This design comes from an exercise in tuning for small area, a short achievable clock period and few clock cycles on the open sky130 flow, not from production work. RTL that was checked went through simulation tests only; none was proved equivalent to the original. Power figures rest on the tool's default switching activity, not on a simulated workload.

==> flow/design.v (excerpt) <==
module gfce_codec (
    input  wire       clk,
    input  wire       rst,
    input  wire       tx_req_valid,
    output wire       tx_req_ready,
    input  wire [7:0] tx_req_dest,
    input  wire [7:0] tx_req_cmd,
    input  wire [7:0] tx_req_plen,
    input  wire       tx_pl_valid,
    output wire       tx_pl_ready,
    input  wire [7:0] tx_pl_data,
    output wire       tx_out_valid,
    input  wire       tx_out_ready,
    output wire [7:0] tx_out_data,
    output wire       tx_done,
    output wire [3:0] tx_done_status,
    output wire [7:0] tx_done_inserted,
    input  wire       rx_in_valid,
    output wire       rx_in_ready,
    input  wire [7:0] rx_in_data,
    output wire       rx_pl_valid,
    output wire [7:0] rx_pl_data,
    output wire       rx_done,
    output wire [3:0] rx_status,
    output wire [7:0] rx_dest,
    output wire [7:0] rx_len,
    output wire [7:0] rx_src,
    output wire [7:0] rx_cmd
);
    gfce_tx #(.LOCAL_ADDR(8'h42)) u_tx (
        .clk(clk), .rst(rst),
        .req_valid(tx_req_valid), .req_ready(tx_req_ready),
        .req_dest(tx_req_dest), .req_cmd(tx_req_cmd), .req_plen(tx_req_plen),
        .pl_valid(tx_pl_valid), .pl_ready(tx_pl_ready), .pl_data(tx_pl_data),
        .out_valid(tx_out_valid), .out_ready(tx_out_ready), .out_data(tx_out_data),
        .done(tx_done), .done_status(tx_done_status), .done_inserted(tx_done_inserted)
    );
    gfce_rx u_rx (
        .clk(clk), .rst(rst),
        .in_valid(rx_in_valid), .in_ready(rx_in_ready), .in_data(rx_in_data),
        .pl_valid(rx_pl_valid), .pl_data(rx_pl_data),
        .done(rx_done), .status(rx_status),
        .msg_dest(rx_dest), .msg_len(rx_len), .msg_src(rx_src), .msg_cmd(rx_cmd)
    );
endmodule
For scale: ~640 cells after synthesis, about 150 flip-flops, about 0.0069 mm² of cells after synthesis.
Settings: LEC_CHECK=0, CAP_MARGIN=20, CORE_MARGIN=2, CORE_UTILIZATION=35, CTS_BUF_LIST=sky130_fd_sc_hd__clkbuf_8, SETUP_SLACK_MARGIN=2.0, SLEW_MARGIN=20; clock period 4.0 ns.
standard.sh (not shown) runs the stock make flow with config.mk's settings and CLKGATE_MAP_FILE= SYNTH_SCRIPT=/design/flow/synth_recipe.tcl, a recipe that flattens the netlist after the stock synthesis.
==> flow/flow/run.sh <==
#!/bin/bash
set -euo pipefail
export BUFFER_PORTS_ARGS="-buffer_cell sky130_fd_sc_hd__buf_1"
bash standard.sh > standard_flow.log 2>&1
The starting point passed the timing, DRC and antenna checks.
Rerun with:
--- a/flow/config.mk
+++ b/flow/config.mk
@@ -10,4 +10,4 @@
 export CORE_UTILIZATION = 35
 export CTS_BUF_LIST = sky130_fd_sc_hd__clkbuf_8
-export SETUP_SLACK_MARGIN = 2.0
+export SETUP_SLACK_MARGIN = 1.9
 export SLEW_MARGIN = 20
What happened: Clock power came out lower by about 5%. Die area does not change. Clock-buffer cell count does not change. Total power is lower by 2.2%. Clock skew fell by 6.4 ps. Final area came out lower by 2.5%. Synthesized cell count is unchanged. Worst setup slack is worse by 61 ps. Combinational power decreases by 4.1%.
No run of this note included a check of the RTL's function; only the layout flow was run.

* * *

gfce_codec, a different RTL version from the one above (not shown whole).
For scale: roughly 620 cells after synthesis, about 150 flip-flops, ~120 I/O pins.
==> flow/config.mk <==
export PLATFORM = sky130hd
export DESIGN_NAME = gfce_codec
export DESIGN_NICKNAME = gfce_codec
export VERILOG_FILES = /design/flow/design.v
export SDC_FILE = /design/flow/constraint.sdc
export NUM_CORES = 4
export LEC_CHECK = 0
export CAP_MARGIN = 20
export CORE_MARGIN = 2
export CORE_UTILIZATION = 35
export CTS_BUF_LIST = sky130_fd_sc_hd__clkbuf_8
export SETUP_SLACK_MARGIN = 1.9
export SLEW_MARGIN = 20
==> flow/constraint.sdc <==
create_clock -name core_clock -period 4.0 [get_ports {clk}]
set_input_delay 0.8000 -clock core_clock [delete_from_list [all_inputs] [get_ports {clk}]]
set_output_delay 0.8000 -clock core_clock [all_outputs]
set_load 0.01 [all_outputs]
Scripts as last shown in full above: flow/flow/run.sh
Testbench counts at the start, summed over its fixed seeds: cycles 18,293.
Next try:
--- a/flow/config.mk
+++ b/flow/config.mk
@@ -10 +10 @@
-export CORE_UTILIZATION = 35
+export CORE_UTILIZATION = 40
@@ -12 +12 @@
-export SETUP_SLACK_MARGIN = 1.9
+export SETUP_SLACK_MARGIN = 1.8
After rerunning: The changed run produced a clean layout. Setup slack is worse by 58 ps. Utilization goes up by 4.6 points. Synthesized area does not change. Non-clock buffer count decreases by 6. Sequential cell count is unchanged. Total power is about the same.
Next try:
--- a/flow/flow/run.sh
+++ b/flow/flow/run.sh
@@ -3,0 +4 @@
+export CTS_ARGS="-sink_clustering_enable -repair_clock_nets -buf_list sky130_fd_sc_hd__clkbuf_8 -dont_use_dummy_load"
--- a/flow/config.mk
+++ b/flow/config.mk
@@ -10 +10 @@
-export CORE_UTILIZATION = 40
+export CORE_UTILIZATION = 32
@@ -12 +12 @@
-export SETUP_SLACK_MARGIN = 1.8
+export SETUP_SLACK_MARGIN = 1.95
Outcome: Via count stays flat; hold slack is about the same; routed wire length came out higher by 2.6%; worst setup slack improved by 66 ps; clock skew rose by 15 ps; utilization decreases by 8.1 points; sequential power barely changes; global-route usage falls by 3.4 points; combinational power grows by 9.4%; sequential cell count does not change; power goes down by 6.2%.
Next try:
--- a/flow/config.mk
+++ b/flow/config.mk
@@ -10 +10 @@
-export CORE_UTILIZATION = 32
+export CORE_UTILIZATION = 38
Outcome: Utilization grows by 7.1 points. Global-route usage grows by 3.0 points. Final area grows by 0.64%.

* * *

## build 28
gfce_codec again, from the RTL that the note above started with.
clock: 4.0 ns
lec_check: 0
cap_margin: 20
core_margin: 2
core_utilization: 35
cts_buf_list: sky130_fd_sc_hd__clkbuf_8
setup_slack_margin: 1.95
slew_margin: 20
==> flow/flow/run.sh <==
#!/bin/bash
set -euo pipefail
export BUFFER_PORTS_ARGS="-buffer_cell sky130_fd_sc_hd__buf_1"
export CTS_ARGS="-sink_clustering_enable -repair_clock_nets -buf_list sky130_fd_sc_hd__clkbuf_8 -dont_use_dummy_load"
bash standard.sh > standard_flow.log 2>&1
Testbench counts of build 28, summed over its fixed seeds: cycles 18,293.
--- input diff build 28..build 23 ---
==> flow/flow/run.sh <==
#!/bin/bash
set -euo pipefail
export BUFFER_PORTS_ARGS="-buffer_cell sky130_fd_sc_hd__buf_1"
bash standard.sh > standard_flow.log 2>&1
diff --git a/flow/config.mk b/flow/config.mk
--- a/flow/config.mk
+++ b/flow/config.mk
@@ -10 +10 @@
-export CORE_UTILIZATION = 35
+export CORE_UTILIZATION = 40
@@ -12 +12 @@
-export SETUP_SLACK_MARGIN = 1.95
+export SETUP_SLACK_MARGIN = 2.0
==> results.txt <==
Build 23 has completed all stages; timing, DRC and antenna checks passed. As far as number of violations of the max-capacitance limit goes, build 28 and build 23 are indistinguishable; the numbers are identical. Diff build 28..build 23 | critical path depth | unchanged. Per the comparison of build 23 with build 28, worst setup slack after layout has increased; sequential cell count has remained practically unchanged. There was hardly any difference in share of the clock period used by the worst path after layout between build 28 and build 23. [build 23 vs build 28] area growth from synthesis to final layout: higher in build 23. Between build 23 and build 28, it is build 23 whose non-clock buffer count is higher, by 9.
> inputs changed (build 23 -> build 74)
diff --git a/flow/config.mk b/flow/config.mk
--- a/flow/config.mk
+++ b/flow/config.mk
@@ -10 +10 @@
-export CORE_UTILIZATION = 40
+export CORE_UTILIZATION = 45
@@ -12 +12 @@
-export SETUP_SLACK_MARGIN = 2.0
+export SETUP_SLACK_MARGIN = 1.9
Results
Build 74 vs. build 23: ratio of total power to cell area higher; internal power consumption lower; final clock period utilization by the worst path roughly the same. Comparing build 23 against build 74, there is no change at all in number of I/O pins. Summary of build 74 over build 23: final wirelength has remained practically unchanged, number of core rows now smaller, design area went down about 4%. Compared with build 23, build 74 degrades global-route wire length before repair.
For build 18, these inputs were changed with respect to build 74:
diff --git a/flow/flow/run.sh b/flow/flow/run.sh
--- a/flow/flow/run.sh
+++ b/flow/flow/run.sh
@@ -3,0 +4 @@
+export CTS_ARGS="-sink_clustering_enable -repair_clock_nets -buf_list sky130_fd_sc_hd__clkbuf_8 -dont_use_dummy_load"
diff --git a/flow/config.mk b/flow/config.mk
--- a/flow/config.mk
+++ b/flow/config.mk
@@ -10 +10 @@
-export CORE_UTILIZATION = 45
+export CORE_UTILIZATION = 35
@@ -13,0 +14 @@
+export TNS_END_PERCENT = 0
## What came out
Compared with build 74, in build 18 number of violations of the max-capacitance limit level; total power moved down.
Looking only at final worst-path cycle share, and setting everything else aside, the lower value of build 18 and build 74 goes to build 74.
On starting density of the core, the higher figure sits with build 74, not build 18.
Sort build 18 and build 74 by wire length desc -> top: build 18
The layout cell share with drive strength beyond 1 in build 18 was lower than what build 74 gave.
Build 18 vs build 74: finished layout cell area down
Compared build 74 against build 18; data required time of the worst path within noise.
Going from build 74 to build 18, the highest clock frequency the design can meet was found to have gone down by about 3.6%.
Compared with build 74, build 18 shows a lower global-route usage over all layers.
Measured against each other, build 18 and build 74 differ in number of filler cells placed in the layout, the higher figure coming from build 18.

* * *

Another version of the RTL of gfce_codec (not shown whole).
For scale: about 140 flip-flops, roughly 120 I/O pins, roughly 6600 sq um of cells after synthesis.
// gfce_codec
module gfce_codec (
    input  wire       clk,
    input  wire       rst,
    input  wire       tx_req_valid,
    output wire       tx_req_ready,
    input  wire [7:0] tx_req_dest,
    input  wire [7:0] tx_req_cmd,
    input  wire [7:0] tx_req_plen,
    input  wire       tx_pl_valid,
    output wire       tx_pl_ready,
    input  wire [7:0] tx_pl_data,
    output wire       tx_out_valid,
    input  wire       tx_out_ready,
    output wire [7:0] tx_out_data,
    output wire       tx_done,
    output wire [3:0] tx_done_status,
    output wire [7:0] tx_done_inserted,
    input  wire       rx_in_valid,
    output wire       rx_in_ready,
    input  wire [7:0] rx_in_data,
    output wire       rx_pl_valid,
    output wire [7:0] rx_pl_data,
    output wire       rx_done,
    output wire [3:0] rx_status,
    output wire [7:0] rx_dest,
    output wire [7:0] rx_len,
    output wire [7:0] rx_src,
    output wire [7:0] rx_cmd
);
export LEC_CHECK = 0
export CAP_MARGIN = 20
export CORE_MARGIN = 2
export CORE_UTILIZATION = 40
export CTS_BUF_LIST = sky130_fd_sc_hd__clkbuf_8
export SETUP_SLACK_MARGIN = 2.0
export SLEW_MARGIN = 20
create_clock -name core_clock -period 4.0 [get_ports {clk}]
==> flow/flow/run.sh <==
#!/bin/bash
set -euo pipefail
export BUFFER_PORTS_ARGS="-buffer_cell sky130_fd_sc_hd__buf_1"
bash standard.sh > standard_flow.log 2>&1
Testbench counts at the start, summed over its fixed seeds: cycles 18,293.
==> next run, changes <==
Settings changed: SETUP_SLACK_MARGIN 2.0 to 2.2.
=>
- The new run passed the timing, DRC and antenna checks
- sequential power barely changes
- power grows by a few percent
- combinational power rises by about a fifth
- non-clock buffer count rises by 54
- global-route usage climbs by 1.2 points
- synthesized cell count does not change
- flip-flop and latch count is unchanged
- via count increases by a little under a tenth
- routed wire length rose by roughly a tenth
- count of clock-buffer cells in the layout stays the same

* * *

Setup of job 464:
Another version of the RTL of gfce_codec (not shown whole).
Size in the first run: ~630 cells after synthesis, roughly 140 flip-flops, roughly 120 I/O pins.
clock: 4.0 ns
lec_check: 0
cap_margin: 20
core_margin: 2
core_utilization: 40
cts_cluster_diameter: 100
cts_cluster_size: 40
setup_slack_margin: 1.8
slew_margin: 20
==> flow/flow/run.sh <==
#!/bin/bash
set -euo pipefail
export BUFFER_PORTS_ARGS="-buffer_cell sky130_fd_sc_hd__buf_2"
bash standard.sh > standard_flow.log 2>&1
Testbench counts of job 464, summed over its fixed seeds: cycles 18,293.
Input changes introduced in job 1573 (baseline for comparison: job 464):
--- a/flow/config.mk
+++ b/flow/config.mk
@@ -11,3 +11 @@
-export CTS_CLUSTER_DIAMETER = 100
-export CTS_CLUSTER_SIZE = 40
-export SETUP_SLACK_MARGIN = 1.8
+export SETUP_SLACK_MARGIN = 2.1
## What came out
Job 1573 vs. job 464: final instance area now sits higher, maximum number of pins on one net before global-route repair now sits lower, final worst-path cycle share now sits lower, number of detailed-routing iterations run before antenna repair now sits higher.
Comparing job 464 with job 1573, the count of placed standard cells including taps came out essentially unchanged.
Job 1573 vs job 464 on count of clock-net buffers in the final layout: job 1573 is the lower one.
Of the two values seen for classification of the worst setup path, primary input to flip-flop was produced by job 464 and primary input to output pin by job 1573.
## Diff of input files: job 3574 against job 1573
--- a/flow/config.mk
+++ b/flow/config.mk
@@ -11 +11 @@
-export SETUP_SLACK_MARGIN = 2.1
+export SETUP_SLACK_MARGIN = 1.5
## What came out
For power of the sequential group, job 1573 and job 3574 come out practically identical.
Compared with job 1573, overall power of the completed layout in job 3574 decreased by a few percent.
Job 3574 against job 1573: delay of the slowest critical-path stage now sits higher; area of all placed cells without fillers now sits lower.
Input-level comparison between job 2819 and job 3574:
==> flow/run.sh (new file) <==
#!/bin/bash
# synth_recipe.tcl (not shown) runs the flow's synth.tcl, then flattens the netlist and writes it again
# the make line also repeats each setting of config.mk as NAME=value (left out here)
make -C /OpenROAD-flow-scripts/flow DESIGN_CONFIG=/design/flow/config.mk WORK_HOME=/design/flow/orfs CLKGATE_MAP_FILE= SYNTH_SCRIPT=/design/flow/synth_recipe.tcl finish
removed: flow/flow/run.sh
removed: flow/standard.sh
Findings:
- Job 2819 vs job 3574, worst hold slack went down by 8.0 ps.
- Job 2819: full flow OK, the timing, DRC and antenna checks passed
- Length of routed wiring on met1 delta for job 2819 relative to job 3574: 310 um higher
- Cells: job 2819 has more instances than job 3574
- Number of inverters outside the clock class in the layout of job 3574 is on par with job 2819.
- Comparing job 2819 against job 3574, there is no change at all in number of failing setup endpoints in the final timing report.

* * *

gfce_codec with an RTL version that a note above also has.
For scale: about 620 cells after synthesis.
==> flow/design.v (excerpt) <==
module gfce_codec (
    input  wire       clk,
    input  wire       rst,
    input  wire       tx_req_valid,
    output wire       tx_req_ready,
    input  wire [7:0] tx_req_dest,
    input  wire [7:0] tx_req_cmd,
    input  wire [7:0] tx_req_plen,
    input  wire       tx_pl_valid,
    output wire       tx_pl_ready,
    input  wire [7:0] tx_pl_data,
    output wire       tx_out_valid,
    input  wire       tx_out_ready,
    output wire [7:0] tx_out_data,
    output wire       tx_done,
    output wire [3:0] tx_done_status,
    output wire [7:0] tx_done_inserted,
    input  wire       rx_in_valid,
    output wire       rx_in_ready,
    input  wire [7:0] rx_in_data,
    output wire       rx_pl_valid,
    output wire [7:0] rx_pl_data,
    output wire       rx_done,
    output wire [3:0] rx_status,
    output wire [7:0] rx_dest,
    output wire [7:0] rx_len,
    output wire [7:0] rx_src,
    output wire [7:0] rx_cmd
);
==> flow/config.mk <==
export PLATFORM = sky130hd
export DESIGN_NAME = gfce_codec
export DESIGN_NICKNAME = gfce_codec
export VERILOG_FILES = /design/flow/design.v
export SDC_FILE = /design/flow/constraint.sdc
export NUM_CORES = 4
export LEC_CHECK = 0
export CAP_MARGIN = 20
export CORE_MARGIN = 2
export CORE_UTILIZATION = 40
export CTS_BUF_LIST = sky130_fd_sc_hd__clkbuf_8
export SETUP_SLACK_MARGIN = 1.9
export SLEW_MARGIN = 20
==> flow/constraint.sdc <==
create_clock -name core_clock -period 4.0 [get_ports {clk}]
set_input_delay 0.8000 -clock core_clock [delete_from_list [all_inputs] [get_ports {clk}]]
set_output_delay 0.8000 -clock core_clock [all_outputs]
set_load 0.01 [all_outputs]
==> flow/flow/run.sh <==
#!/bin/bash
set -euo pipefail
export BUFFER_PORTS_ARGS="-buffer_cell sky130_fd_sc_hd__buf_1"
export CTS_ARGS="-sink_clustering_enable -repair_clock_nets -buf_list sky130_fd_sc_hd__clkbuf_8 -dont_use_dummy_load"
bash standard.sh > standard_flow.log 2>&1
The first run finished with timing, DRC and antenna clean.
Testbench counts at the start, summed over its fixed seeds: cycles 18,293.
Then changed:
==> flow/flow/run.sh (replaced) <==
#!/bin/bash
set -euo pipefail
export BUFFER_PORTS_ARGS="-buffer_cell sky130_fd_sc_hd__buf_1"
bash standard.sh > standard_flow.log 2>&1
--- a/flow/config.mk
+++ b/flow/config.mk
@@ -11,3 +11,5 @@
 export CTS_BUF_LIST = sky130_fd_sc_hd__clkbuf_8
-export SETUP_SLACK_MARGIN = 1.9
+export CTS_CLUSTER_DIAMETER = 300
+export CTS_CLUSTER_SIZE = 60
+export SETUP_SLACK_MARGIN = 1.8
 export SLEW_MARGIN = 20
=> First-iteration DRC count falls by about 33%. Global-route usage is about the same. Critical path depth stays the same. Core utilization stays flat.
Then changed:
==> flow/flow/run.sh (replaced) <==
#!/bin/bash
set -euo pipefail
export BUFFER_PORTS_ARGS="-buffer_cell sky130_fd_sc_hd__buf_1"
export CTS_ARGS="-sink_clustering_enable -repair_clock_nets -buf_list sky130_fd_sc_hd__clkbuf_8 -dont_use_dummy_load"
bash standard.sh > standard_flow.log 2>&1
--- a/flow/config.mk
+++ b/flow/config.mk
@@ -9,7 +9,5 @@
 export CORE_MARGIN = 2
-export CORE_UTILIZATION = 40
+export CORE_UTILIZATION = 35
 export CTS_BUF_LIST = sky130_fd_sc_hd__clkbuf_8
-export CTS_CLUSTER_DIAMETER = 300
-export CTS_CLUSTER_SIZE = 60
-export SETUP_SLACK_MARGIN = 1.8
+export SETUP_SLACK_MARGIN = 1.9
 export SLEW_MARGIN = 20
=>
- The new run completed with no timing, DRC or antenna violations
- routed wire length grows by 1.2%
- area after synthesis does not change
- synthesized cell count stays the same
- total power shrinks by 6.7%
- critical path depth does not change
- die area grows by 14%
- sequential cell count stays the same
- worst setup slack improved by 0.056 ns
- first-iteration DRC count grows by 47%
Then changed:
==> flow/flow/run.sh (replaced) <==
#!/bin/bash
set -euo pipefail
export BUFFER_PORTS_ARGS="-buffer_cell sky130_fd_sc_hd__buf_1"
bash standard.sh > standard_flow.log 2>&1
--- a/flow/config.mk
+++ b/flow/config.mk
@@ -7,7 +7,7 @@
 export LEC_CHECK = 0
-export CAP_MARGIN = 20
+export CAP_MARGIN = 0
 export CORE_MARGIN = 2
-export CORE_UTILIZATION = 35
+export CORE_UTILIZATION = 40
 export CTS_BUF_LIST = sky130_fd_sc_hd__clkbuf_8
-export SETUP_SLACK_MARGIN = 1.9
-export SLEW_MARGIN = 20
+export SETUP_SLACK_MARGIN = 1.8
+export SLEW_MARGIN = 0
Final cell count drops by 3.3%.
Register-to-register slack gets worse by 0.10 ns.
Design area decreases by 0.94%.
Via count is higher by 0.70%.
Synthesized cell count does not change.
Total power rises by 7.2%.
Then changed:
==> flow/flow/run.sh (replaced) <==
#!/bin/bash
set -euo pipefail
export BUFFER_PORTS_ARGS="-buffer_cell sky130_fd_sc_hd__buf_1"
export RECOVER_POWER=100
bash standard.sh > standard_flow.log 2>&1
--- a/flow/config.mk
+++ b/flow/config.mk
@@ -7,3 +7,3 @@
 export LEC_CHECK = 0
-export CAP_MARGIN = 0
+export CAP_MARGIN = 20
 export CORE_MARGIN = 2
@@ -12,2 +12,2 @@
 export SETUP_SLACK_MARGIN = 1.8
-export SLEW_MARGIN = 0
+export SLEW_MARGIN = 20
What happened: Global-route usage does not change. Die area is unchanged. Setup slack loses 0.64 ns. Total power barely changes. Cell area falls by 1.1%. Wire length barely changes. Maximum frequency falls by 23%. Synthesized cell count stays the same. Cell count does not change. Clock skew barely changes.

-- separate check: timing with driven ports --
Ports are ideal in the flow. The routed layouts listed here were re-timed in OpenROAD.
Step 1 assumes that a clkbuf_16 drives the clock port and a buf_2 every other input.
Step 2 adds t to the input delays and takes it off the output delays; t is the mean of the earliest and latest rising clock arrival at the registers after step 1. Input paths then give back, and output paths get back, about the clock's delay inside the block.
Slacks: ideal / step 1 / step 2; pairs: ideal / step 1.
| run | shift t [ns] | setup slack, ns | worst setup path at the end |
|---|---|---|---|
| the first run of note 1 | 0.484 | 1.970 / 1.932 / 1.542 | input to register |
| the second run of note 1 | 0.494 | 1.909 / 1.910 / 1.432 | input to register |
| the first run of note 2 | 0.492 | 1.958 / 1.913 / 1.492 | input to register |
| the second run of note 2 | 0.498 | 1.900 / 1.860 / 1.442 | input to register |
| the third run of note 2 | 0.465 | 1.967 / 1.945 / 1.566 | input to register |
| the fourth run of note 2 | 0.460 | 1.973 / 1.954 / 1.530 | input to register |
| build 28 | 0.468 | 1.972 / 1.950 / 1.570 | input to register |
| build 23 | 0.465 | 1.976 / 1.913 / 1.558 | input to register |
| build 74 | 0.477 | 1.972 / 1.917 / 1.535 | input to register |
| build 18 | 0.473 | 1.895 / 1.852 / 1.477 | input to register |
| the first run of note 4 | 0.481 | 1.792 / 1.753 / 1.434 | input to register |
| the second run of note 4 | 0.492 | 1.792 / 1.753 / 1.557 | input to register |
| job 464 | 0.456 | 1.769 / 1.764 / 1.315 | input to register |
| job 1573 | 0.467 | 1.783 / 1.734 / 1.353 | input to register |
| job 3574 | 0.455 | 1.555 / 1.515 / 1.201 | input to register |
| job 2819 | 0.462 | 1.545 / 1.512 / 1.106 | input to register |
| the first run of note 6 | 0.467 | 1.913 / 1.870 / 1.519 | input to register |
| the second run of note 6 | 0.498 | 1.900 / 1.860 / 1.442 | input to register |
| the third run of note 6 | 0.476 | 1.956 / 1.910 / 1.574 | input to register |
| the fourth run of note 6 | 0.498 | 1.900 / 1.860 / 1.442 | input to register |
| the fifth run of note 6 | 0.499 | 1.263 / 1.263 / 0.932 | input to register |
After both steps setup and hold are still met in every run listed. For the second run of note 1, which loses most, drivers alone change the setup slack by +0.001 ns; drivers and shift together by -0.477 ns.
